This design comes from an exercise in tuning for small area on the open sky130 flow, not from production work.
Only simulation tests tie the RTL to the original design; equivalence was not proved.
Power is estimated from default activity; no workload was simulated.

==> inputs of run a <==
==> flow/design.v <==
module pfse_frdec (
    input  wire        clk,
    input  wire        rst,
    input  wire        in_valid,
    input  wire [7:0]  in_data,
    input  wire        in_last,
    output wire        out_valid,
    output wire [1:0]  out_demux,       
    output wire [11:0] out_status,      
    output wire [6:0]  out_rel_id,
    output wire        out_agg,
    output wire [31:0] out_entry_id,
    output wire [31:0] out_attr2,
    output wire [31:0] out_attr3,
    output wire [31:0] out_udp_ports,   
    output wire [31:0] out_udp_lencs,   
    output wire [15:0] out_pay_off,
    output wire [15:0] out_pay_len,
    output wire [47:0] out_dmac,
    output wire [47:0] out_smac,
    output wire [31:0] out_src_ip,
    output wire [31:0] out_dst_ip,
    output wire [3:0]  out_ihl,
    output wire [7:0]  out_proto,
    output wire [15:0] out_totlen
);
    function [8:0] add8;                    
        input [7:0] a;
        input [7:0] b;
        input       c;
        integer i;
        reg cc;
        begin
            cc = c;
            for (i = 0; i < 8; i = i + 1) begin
                add8[i] = a[i] ^ b[i] ^ cc;
                cc = (a[i] & b[i]) | (cc & (a[i] ^ b[i]));
            end
            add8[8] = cc;
        end
    endfunction
    function [15:0] add16;                  
        input [15:0] a;
        input [15:0] b;
        integer i;
        reg cc;
        begin
            cc = 1'b0;
            for (i = 0; i < 16; i = i + 1) begin
                add16[i] = a[i] ^ b[i] ^ cc;
                cc = (a[i] & b[i]) | (cc & (a[i] ^ b[i]));
            end
        end
    endfunction
    function [15:0] inc16;                  
        input [15:0] a;
        integer i;
        reg cc;
        begin
            cc = 1'b1;
            for (i = 0; i < 16; i = i + 1) begin
                inc16[i] = a[i] ^ cc;
                cc = cc & a[i];
            end
        end
    endfunction
    function [7:0] sub8;                    
        input [6:0] a;
        input [6:0] b;
        integer i;
        reg bb;
        begin
            bb = 1'b0;
            for (i = 0; i < 7; i = i + 1) begin
                sub8[i] = a[i] ^ b[i] ^ bb;
                bb = (~a[i] & b[i]) | (bb & ~(a[i] ^ b[i]));
            end
            sub8[7] = bb;
        end
    endfunction
    function [15:0] dec16;                  
        input [15:0] a;
        integer i;
        reg bb;
        begin
            bb = 1'b1;
            for (i = 0; i < 16; i = i + 1) begin
                dec16[i] = a[i] ^ bb;
                bb = bb & ~a[i];
            end
        end
    endfunction
    function [12:0] inc13;                  
        input [12:0] a;
        integer i;
        reg cc;
        begin
            cc = 1'b1;
            for (i = 0; i < 13; i = i + 1) begin
                inc13[i] = a[i] ^ cc;
                cc = cc & a[i];
            end
        end
    endfunction
    function ltc7;                          
        input [6:0] a;
        input [6:0] b;
        integer i;
        reg lt;
        begin
            lt = 1'b0;
            for (i = 0; i < 7; i = i + 1)
                lt = b[i] ? (~a[i] | lt) : (~a[i] & lt);
            ltc7 = lt;
        end
    endfunction
    function [12:0] dec13;                  
        input [12:0] a;
        integer i;
        reg bb;
        begin
            bb = 1'b1;
            for (i = 0; i < 13; i = i + 1) begin
                dec13[i] = a[i] ^ bb;
                bb = bb & ~a[i];
            end
        end
    endfunction
    reg        fin;        
    reg [6:0]  cnt;        
    reg [6:0]  cnt_inc;
    integer    j;
    reg        cc;
    always @(*) begin
        cc = ~&cnt;
        for (j = 0; j < 7; j = j + 1) begin
            cnt_inc[j] = cnt[j] ^ cc;
            cc = cc & cnt[j];
        end
    end
    reg [3:0]  ihl;
    reg        eo;         
    reg        ipk;        
    reg        cls_rel, cls_udp;
    wire [4:0] ihl3 = {1'b0, ihl} + 5'd3;
    wire [6:0] off = {ihl3, 2'b10};         
    wire [7:0] rd  = sub8(cnt, off);
    wire       inr = ~rd[7];           
    wire [6:0] r   = rd[6:0];          
    integer k;
    always @(posedge clk) begin
        if (rst) begin
            fin <= 1'b0;
            cnt <= 7'd0;
        end else begin
            fin <= in_valid & in_last;
            if (in_valid)
                cnt <= in_last ? 7'd0 : cnt_inc;
        end
    end
    reg [95:0] mac;        
    reg [63:0] ip;         
    reg [15:0] tot;        
    reg [7:0]  rh;         
    reg [95:0] ner;        
    reg [47:0] nu;         
    reg        f1eq, f1ge, fb, hm, ipok;
    reg [15:0] K;
    wire       act = (|K[15:3]) | (K[2] & K[1]);    
    wire       ge8 = |K[15:3];
    wire [15:0] Kn = (cnt == 7'd17) ? {tot[15:8], in_data} :
                     (act && cnt != 7'd18) ? dec16(K) : K;
    wire       act_n = (|Kn[15:3]) | (Kn[2] & Kn[1]);
    wire       eqlo = hm && (in_data == K[7:0]);
    reg [15:0] a1;  reg c1;
    reg [15:0] a2;  reg c2;
    wire ext_a = cls_rel;
    wire [7:0] ycon = ~({1'b0, ihl, 2'b00} + {7'd0, ext_a} - 8'd17);
    wire seg1 = inr && (cls_rel ? (r != 7'd0) : 1'b1) && act;
    wire hdr1 = (cnt == 7'd14) || (!ltc7(cnt, 7'd15) && !inr);
    wire [7:0] b1 = (seg1 || hdr1) ? in_data : 8'd0;
    wire cp1  = (cnt == 7'd14) || (inr && r == {6'd0, cls_rel});
    wire [15:0] a1s = cp1 ? a2 : a1;
    wire        c1s = cp1 ? c2 : c1;
    wire [8:0]  s1 = add8(a1s[15:8], b1, c1s);
    wire [7:0] b2 = (cnt == 7'd16 || cnt == 7'd17 ||
                     (!ltc7(cnt, 7'd26) && ltc7(cnt, 7'd34)) ||
                     (inr && !ltc7(r, 7'd13) && act)) ? in_data :
                    (cnt == 7'd24 || (inr && r == 7'd1)) ? 8'hFF :
                    (cnt == 7'd25) ? ycon :
                    (inr && r == 7'd2) ? 8'hF3 :
                    (cnt == 7'd0 || cnt == 7'd1) ? ~a2[15:8] : 8'h00;
    wire        skip2 = cls_rel && inr && r == 7'd0;
    wire [15:0] a2s = a2;
    wire        c2s = (cnt == 7'd0 || cnt == 7'd1) ? 1'b0 : c2;
    wire [8:0]  s2 = add8(a2s[15:8], b2, c2s);
    function chk;
        input [15:0] a;
        input        c;
        begin
            chk = (a[7:0] == 8'hFF) && (a[15:9] == 7'h7F) && (a[8] ^ c);
        end
    endfunction
    wire cls_rel_n = (cnt == 7'd0)  ? 1'b0 :
                     (cnt == 7'd23) ? eo & (in_data == 8'd250) : cls_rel;
    wire cls_udp_n = (cnt == 7'd0)  ? 1'b0 :
                     (cnt == 7'd23) ? eo & (in_data == 8'd17) : cls_udp;
    wire ipk_n = (cnt == 7'd14) ? (in_data[7:4] == 4'd4) &&
                                  (in_data[3] | (in_data[2] & (in_data[1] | in_data[0]))) :
                 (cnt == 7'd20) ? ipk & (in_data[5:0] == 6'd0) :
                 (cnt == 7'd21) ? ipk & (in_data == 8'd0) : ipk;
    wire f1sel = inr && r == (cls_rel ? 7'd6 : 7'd5);
    wire f1eq_n = (cnt == 7'd0) ? 1'b0 : f1sel ? eqlo : f1eq;
    wire f1ge_n = (cnt == 7'd0) ? 1'b0 : f1sel ? ge8  : f1ge;
    wire fb_n   = (cnt == 7'd0) ? 1'b0 : (inr && r == 7'd18) ? eqlo & ge8 : fb;
    wire good_n = (cls_rel_n | cls_udp_n) & ipk_n & ~act_n &
                  (cls_rel_n ? ((f1eq_n & f1ge_n) | fb_n) : f1ge_n);
    wire       clr  = in_last & ~good_n;
    wire       clrh = in_last & ~(good_n & cls_rel_n);
    wire [7:0] dcap = in_data & {8{~clr}};
    always @(posedge clk) begin
        if (in_valid) begin
            for (k = 0; k < 12; k = k + 1)
                if (cnt == k || clr)
                    mac[95-8*k -: 8] <= dcap;
            for (k = 0; k < 8; k = k + 1)
                if (cnt == 26 + k || clr)
                    ip[63-8*k -: 8] <= dcap;
            if (cnt == 7'd16 || clr) tot[15:8] <= dcap;
            if (cnt == 7'd17 || clr) tot[7:0]  <= dcap;
            if (cnt == 7'd14) ihl <= in_data[3:0];
            if (cnt == 7'd12) eo <= (in_data == 8'h08);
            if (cnt == 7'd13) eo <= eo & (in_data == 8'h00);
            ipk     <= ipk_n;
            cls_rel <= cls_rel_n;
            cls_udp <= cls_udp_n;
            K  <= Kn;
            hm <= (in_data == Kn[15:8]);
            f1eq <= f1eq_n;
            f1ge <= f1ge_n;
            fb   <= fb_n;
            if ((inr && r == 7'd0) || clrh)
                rh <= in_data & {8{~clrh}};
            if (inr && r == 7'd0)
                ipok <= chk(a1, c1);
            for (k = 0; k < 12; k = k + 1)
                if (inr && r == k + cls_rel)
                    ner[95-8*k -: 8] <= ~in_data;
            if (inr && ((!ltc7(r, 7'd13) && ltc7(r, 7'd17)) || r == 7'd19 || r == 7'd20))
                nu <= {nu[39:0], ~in_data};
            a1 <= {a1s[7:0], s1[7:0]};
            c1 <= s1[8];
            if (!skip2) begin
                a2 <= {a2s[7:0], s2[7:0]};
                c2 <= s2[8];
            end
        end
    end
    wire cls_any = cls_rel | cls_udp;
    wire va      = f1eq & f1ge;
    wire good    = cls_any & ipk & ~act & (cls_rel ? (va | fb) : f1ge);
    wire entry   = cls_rel & fb;
    wire ambig   = entry & va;
    wire lenok   = cls_rel | f1eq;
    wire [15:0] ck    = entry ? ~nu[15:0] : ~ner[47:32];
    wire        sumok = entry ? chk(a2, c2) : chk(a1, c1);
    wire        udpok = lenok & ((ck == 16'd0) | sumok);
    wire [4:0]  m     = {1'b0, ihl} + (entry ? 5'd3 : 5'd0);
    wire [15:0] nul   = add16(~tot, {9'd0, m, 1'b0, cls_rel});
    wire [15:0] ulen  = ~nul;
    wire [15:0] plen  = ~{inc13(nul[15:3]), nul[2:0]};
    wire [6:0]  poff  = {m + 5'd5, 1'b1, cls_rel};
    wire ge  = good & entry;
    wire gn  = good & ~entry;
    wire [31:0] ports = ~((~{32{ge}} | nu[47:16]) & (~{32{gn}} | ner[95:64]));
    wire [15:0] ckf   = ~((~{16{ge}} | nu[15:0])  & (~{16{gn}} | ner[47:32]));
    wire [15:0] ulf   = ({16{ge}} & ulen) | ({16{gn}} & ~ner[63:48]);
    assign out_valid     = fin & ~rst;
    assign out_demux     = {~cls_rel, ~cls_udp};
    assign out_status    = good ? {lenok, udpok, ipok, ambig, 1'b1, entry,
                                   ~cls_rel, cls_rel, 4'd0} :
                           (cls_any ? 12'h083 : 12'h0B0);
    assign out_rel_id    = rh[7:1];
    assign out_agg       = rh[0];
    assign out_entry_id  = {32{ge}} & ~ner[95:64];
    assign out_attr2     = {32{ge}} & ~ner[63:32];
    assign out_attr3     = {32{ge}} & ~ner[31:0];
    assign out_udp_ports = ports;
    assign out_udp_lencs = {ulf, ckf};
    assign out_pay_off   = {9'd0, {7{good}} & poff};
    assign out_pay_len   = {16{good}} & plen;
    assign out_dmac      = mac[95:48];
    assign out_smac      = mac[47:0];
    assign out_src_ip    = ip[63:32];
    assign out_dst_ip    = ip[31:0];
    assign out_ihl       = {4{good}} & ihl;
    assign out_proto     = good ? (cls_rel ? 8'd250 : 8'd17) : 8'd0;
    assign out_totlen    = tot;
endmodule
==> flow/flow/run.sh <==
#!/bin/bash
# Standard layout (standard.sh), with the port buffers made from the smallest
# buffer cell and a smaller clock tree: clkbuf leaves over clusters of nearby
# flip-flops, no dummy loads.
set -euo pipefail
export BUFFER_PORTS_ARGS="-buffer_cell sky130_fd_sc_hd__buf_1"
export CTS_ARGS="-sink_clustering_enable -repair_clock_nets -dont_use_dummy_load -buf_list sky130_fd_sc_hd__clkbuf_4 -sink_clustering_size 10 -sink_clustering_max_diameter 35"
bash standard.sh > standard.log 2>&1
==> flow/standard.sh <==
#!/bin/bash
# synth_recipe.tcl (not shown) runs the flow's synth.tcl, then flattens the netlist and writes it again
# the make line also repeats each setting of config.mk as NAME=value (left out here)
make -C /OpenROAD-flow-scripts/flow DESIGN_CONFIG=/design/flow/config.mk WORK_HOME=/design/flow/orfs CLKGATE_MAP_FILE= SYNTH_SCRIPT=/design/flow/synth_recipe.tcl "${@:-finish}"
==> flow/config.mk <==
export PLATFORM = sky130hd
export DESIGN_NAME = pfse_frdec
export DESIGN_NICKNAME = pfse_frdec
export VERILOG_FILES = /design/flow/design.v
export SDC_FILE = /design/flow/constraint.sdc
export NUM_CORES = 4
export LEC_CHECK = 0
export ABC_AREA = 1
export CAP_MARGIN = 0
export CORE_MARGIN = 2
export CORE_UTILIZATION = 65
export SLEW_MARGIN = 0
==> flow/constraint.sdc <==
create_clock -name core_clock -period 20.0 [get_ports {clk}]
set_input_delay 4.0000 -clock core_clock [delete_from_list [all_inputs] [get_ports {clk}]]
set_output_delay 4.0000 -clock core_clock [all_outputs]
set_load 0.01 [all_outputs]
==> run b (differences from run a) <==
--- a/flow/design.v
+++ b/flow/design.v
@@ -144,3 +144,4 @@
     reg        cls_rel, cls_udp;
-    wire [4:0] ihl3 = {1'b0, ihl} + 5'd3;
+    wire [8:0] ihl3s = add8({4'd0, ihl}, 8'd3, 1'b0);
+    wire [4:0] ihl3 = ihl3s[4:0];
     wire [6:0] off = {ihl3, 2'b10};         
@@ -164,3 +165,4 @@
     reg [7:0]  rh;         
-    reg [95:0] ner;        
+    reg [95:32] ner;       
+    reg [31:0] at3;        
     reg [47:0] nu;         
@@ -177,3 +179,4 @@
     wire ext_a = cls_rel;
-    wire [7:0] ycon = ~({1'b0, ihl, 2'b00} + {7'd0, ext_a} - 8'd17);
+    wire [8:0] ycs  = add8({2'b11, ~ihl, ext_a, ext_a}, {3'b000, 1'b1, 1'b0, ~ext_a, 2'b00}, 1'b0);
+    wire [7:0] ycon = ycs[7:0];
     wire seg1 = inr && (cls_rel ? (r != 7'd0) : 1'b1) && act;
@@ -219,3 +222,4 @@
     wire       clrh = in_last & ~(good_n & cls_rel_n);
-    wire [7:0] dcap = in_data & {8{~clr}};
+    wire       clre = in_last & ~(good_n & cls_rel_n & fb_n);    
+    wire [7:0] dcae = in_data & {8{~clre}};
     always @(posedge clk) begin
@@ -224,9 +228,9 @@
                 if (cnt == k || clr)
-                    mac[95-8*k -: 8] <= dcap;
+                    mac[95-8*k -: 8] <= dcae;
             for (k = 0; k < 8; k = k + 1)
                 if (cnt == 26 + k || clr)
-                    ip[63-8*k -: 8] <= dcap;
-            if (cnt == 7'd16 || clr) tot[15:8] <= dcap;
-            if (cnt == 7'd17 || clr) tot[7:0]  <= dcap;
-            if (cnt == 7'd14) ihl <= in_data[3:0];
+                    ip[63-8*k -: 8] <= dcae;
+            if (cnt == 7'd16 || clr) tot[15:8] <= dcae;
+            if (cnt == 7'd17 || clr) tot[7:0]  <= dcae;
+            if (cnt == 7'd14 || clr) ihl <= dcae[3:0];
             if (cnt == 7'd12) eo <= (in_data == 8'h08);
@@ -242,8 +246,11 @@
             if ((inr && r == 7'd0) || clrh)
-                rh <= in_data & {8{~clrh}};
+                rh <= dcae;
             if (inr && r == 7'd0)
                 ipok <= chk(a1, c1);
-            for (k = 0; k < 12; k = k + 1)
-                if (inr && r == k + cls_rel)
+            for (k = 0; k < 8; k = k + 1)
+                if (inr && (cls_rel ? r == k + 1 : r == k))
                     ner[95-8*k -: 8] <= ~in_data;
+            for (k = 8; k < 12; k = k + 1)
+                if ((inr && (cls_rel ? r == k + 1 : r == k)) || clre)
+                    at3[95-8*k -: 8] <= dcae;
             if (inr && ((!ltc7(r, 7'd13) && ltc7(r, 7'd17)) || r == 7'd19 || r == 7'd20))
@@ -267,3 +274,4 @@
     wire        udpok = lenok & ((ck == 16'd0) | sumok);
-    wire [4:0]  m     = {1'b0, ihl} + (entry ? 5'd3 : 5'd0);
+    wire [8:0]  ms    = add8({4'd0, ihl}, {6'd0, entry, entry}, 1'b0);
+    wire [4:0]  m     = ms[4:0];
     wire [15:0] nul   = add16(~tot, {9'd0, m, 1'b0, cls_rel});
@@ -271,3 +279,4 @@
     wire [15:0] plen  = ~{inc13(nul[15:3]), nul[2:0]};
-    wire [6:0]  poff  = {m + 5'd5, 1'b1, cls_rel};
+    wire [8:0]  m5s   = add8({3'd0, m}, 8'd5, 1'b0);
+    wire [6:0]  poff  = {m5s[4:0], 1'b1, cls_rel};
     wire ge  = good & entry;
@@ -286,3 +295,3 @@
     assign out_attr2     = {32{ge}} & ~ner[63:32];
-    assign out_attr3     = {32{ge}} & ~ner[31:0];
+    assign out_attr3     = at3[31:0];
     assign out_udp_ports = ports;
@@ -295,3 +304,3 @@
     assign out_dst_ip    = ip[31:0];
-    assign out_ihl       = {4{good}} & ihl;
+    assign out_ihl       = ihl;
     assign out_proto     = good ? (cls_rel ? 8'd250 : 8'd17) : 8'd0;
==> flow/flow/run.sh (replaced) <==
#!/bin/bash
# Standard layout (standard.sh), with the port buffers made from the smallest
# buffer cell and a smaller clock tree: clkbuf leaves over clusters of nearby
# flip-flops, no dummy loads.
set -euo pipefail
export BUFFER_PORTS_ARGS="-buffer_cell sky130_fd_sc_hd__buf_1"
export CTS_ARGS="-sink_clustering_enable -repair_clock_nets -dont_use_dummy_load -buf_list sky130_fd_sc_hd__clkbuf_4 -sink_clustering_size 10 -sink_clustering_max_diameter 40"
bash standard.sh > standard.log 2>&1
- ABC_AREA: 1 -> 0
- CORE_UTILIZATION: 65 -> 70
==> run c (differences from run a) <==
--- a/flow/design.v
+++ b/flow/design.v
@@ -144,3 +144,4 @@
     reg        cls_rel, cls_udp;
-    wire [4:0] ihl3 = {1'b0, ihl} + 5'd3;
+    wire [8:0] ihl3s = add8({4'd0, ihl}, 8'd3, 1'b0);
+    wire [4:0] ihl3 = ihl3s[4:0];
     wire [6:0] off = {ihl3, 2'b10};         
@@ -177,3 +178,4 @@
     wire ext_a = cls_rel;
-    wire [7:0] ycon = ~({1'b0, ihl, 2'b00} + {7'd0, ext_a} - 8'd17);
+    wire [8:0] ycs  = add8({2'b11, ~ihl, ext_a, ext_a}, {3'b000, 1'b1, 1'b0, ~ext_a, 2'b00}, 1'b0);
+    wire [7:0] ycon = ycs[7:0];
     wire seg1 = inr && (cls_rel ? (r != 7'd0) : 1'b1) && act;
@@ -246,3 +248,3 @@
             for (k = 0; k < 12; k = k + 1)
-                if (inr && r == k + cls_rel)
+                if (inr && (cls_rel ? r == k + 1 : r == k))
                     ner[95-8*k -: 8] <= ~in_data;
@@ -267,3 +269,4 @@
     wire        udpok = lenok & ((ck == 16'd0) | sumok);
-    wire [4:0]  m     = {1'b0, ihl} + (entry ? 5'd3 : 5'd0);
+    wire [8:0]  ms    = add8({4'd0, ihl}, {6'd0, entry, entry}, 1'b0);
+    wire [4:0]  m     = ms[4:0];
     wire [15:0] nul   = add16(~tot, {9'd0, m, 1'b0, cls_rel});
@@ -271,3 +274,4 @@
     wire [15:0] plen  = ~{inc13(nul[15:3]), nul[2:0]};
-    wire [6:0]  poff  = {m + 5'd5, 1'b1, cls_rel};
+    wire [8:0]  m5s   = add8({3'd0, m}, 8'd5, 1'b0);
+    wire [6:0]  poff  = {m5s[4:0], 1'b1, cls_rel};
     wire ge  = good & entry;
- ABC_AREA: 1 -> 0
- CORE_UTILIZATION: 65 -> 70
==> summary.txt <==
quantity	run c	run a	run b
Status	complete, no violations	complete, no violations	complete, no violations
Cell internal pwr	1.13 mW	1.13 mW	1.13 mW
Total power of the final layout	1.49 mW	1.50 mW	1.52 mW
Number of stages on the worst setup path	22	22	23
Met2 demand-to-capacity share in global routing	63.5%	55.5%	60.8%
Tapcell count	324	341	324
Hold Path End	nu[24]	nu[15]	nu[47]
Number of vias after detailed routing	12,570	12,601	12,275
F_max	83.9 MHz	84.3 MHz	89.5 MHz
NonClk Buf Share	8.74%	8.25%	8.68%
Area share of and/or/nand/nor cells after synthesis	10.5%	13.7%	9.79%
Final design utilization	80.4%	73.6%	79.6%
Cell area after placement	19,100 um2	19,200 um2	18,900 um2
Floorplan row count	57	60	57
Combinational gate power	0.136 mW	0.139 mW	0.159 mW
Initial Util	71.3%	65.6%	70.9%
Switching power summed over all nets	0.363 mW	0.365 mW	0.382 mW
Final-layout worst hold slack	0.432 ns	0.375 ns	0.422 ns
Depth of the worst register-to-register path	22	23	24
Power consumed by sequential cells	0.992 mW	0.988 mW	1.00 mW
Fraction of met3 tracks used by global routing	6.88%	7.05%	7.28%

port drivers added, routing unchanged:
No port has a modelled driver above. Below, the same layouts with a new extraction and two added sets of constraints.
Step 1 assumes that a clkbuf_16 drives the clock port and a buf_2 every other input.
Step 2 also shifts input and output timing later by t, the mid clock arrival at the registers, as if the neighbouring blocks saw the same clock.
Three values: ideal ports, drivers, drivers and shift; two values: the first two.
run	t (ns)	slack for setup (ns)	hold slack, ns	worst setup path after step 2	cell pins on the clock port's net
run a	0.726	8.144 / 8.097 / 8.823	0.375 / 0.375 / 0.375	register to output	1
run b	0.709	8.827 / 8.777 / 9.486	0.422 / 0.422 / 0.422	register to output	1
run c	0.735	8.084 / 8.036 / 8.771	0.432 / 0.432 / 0.432	register to output	1
After both steps every run listed still meets setup and hold.
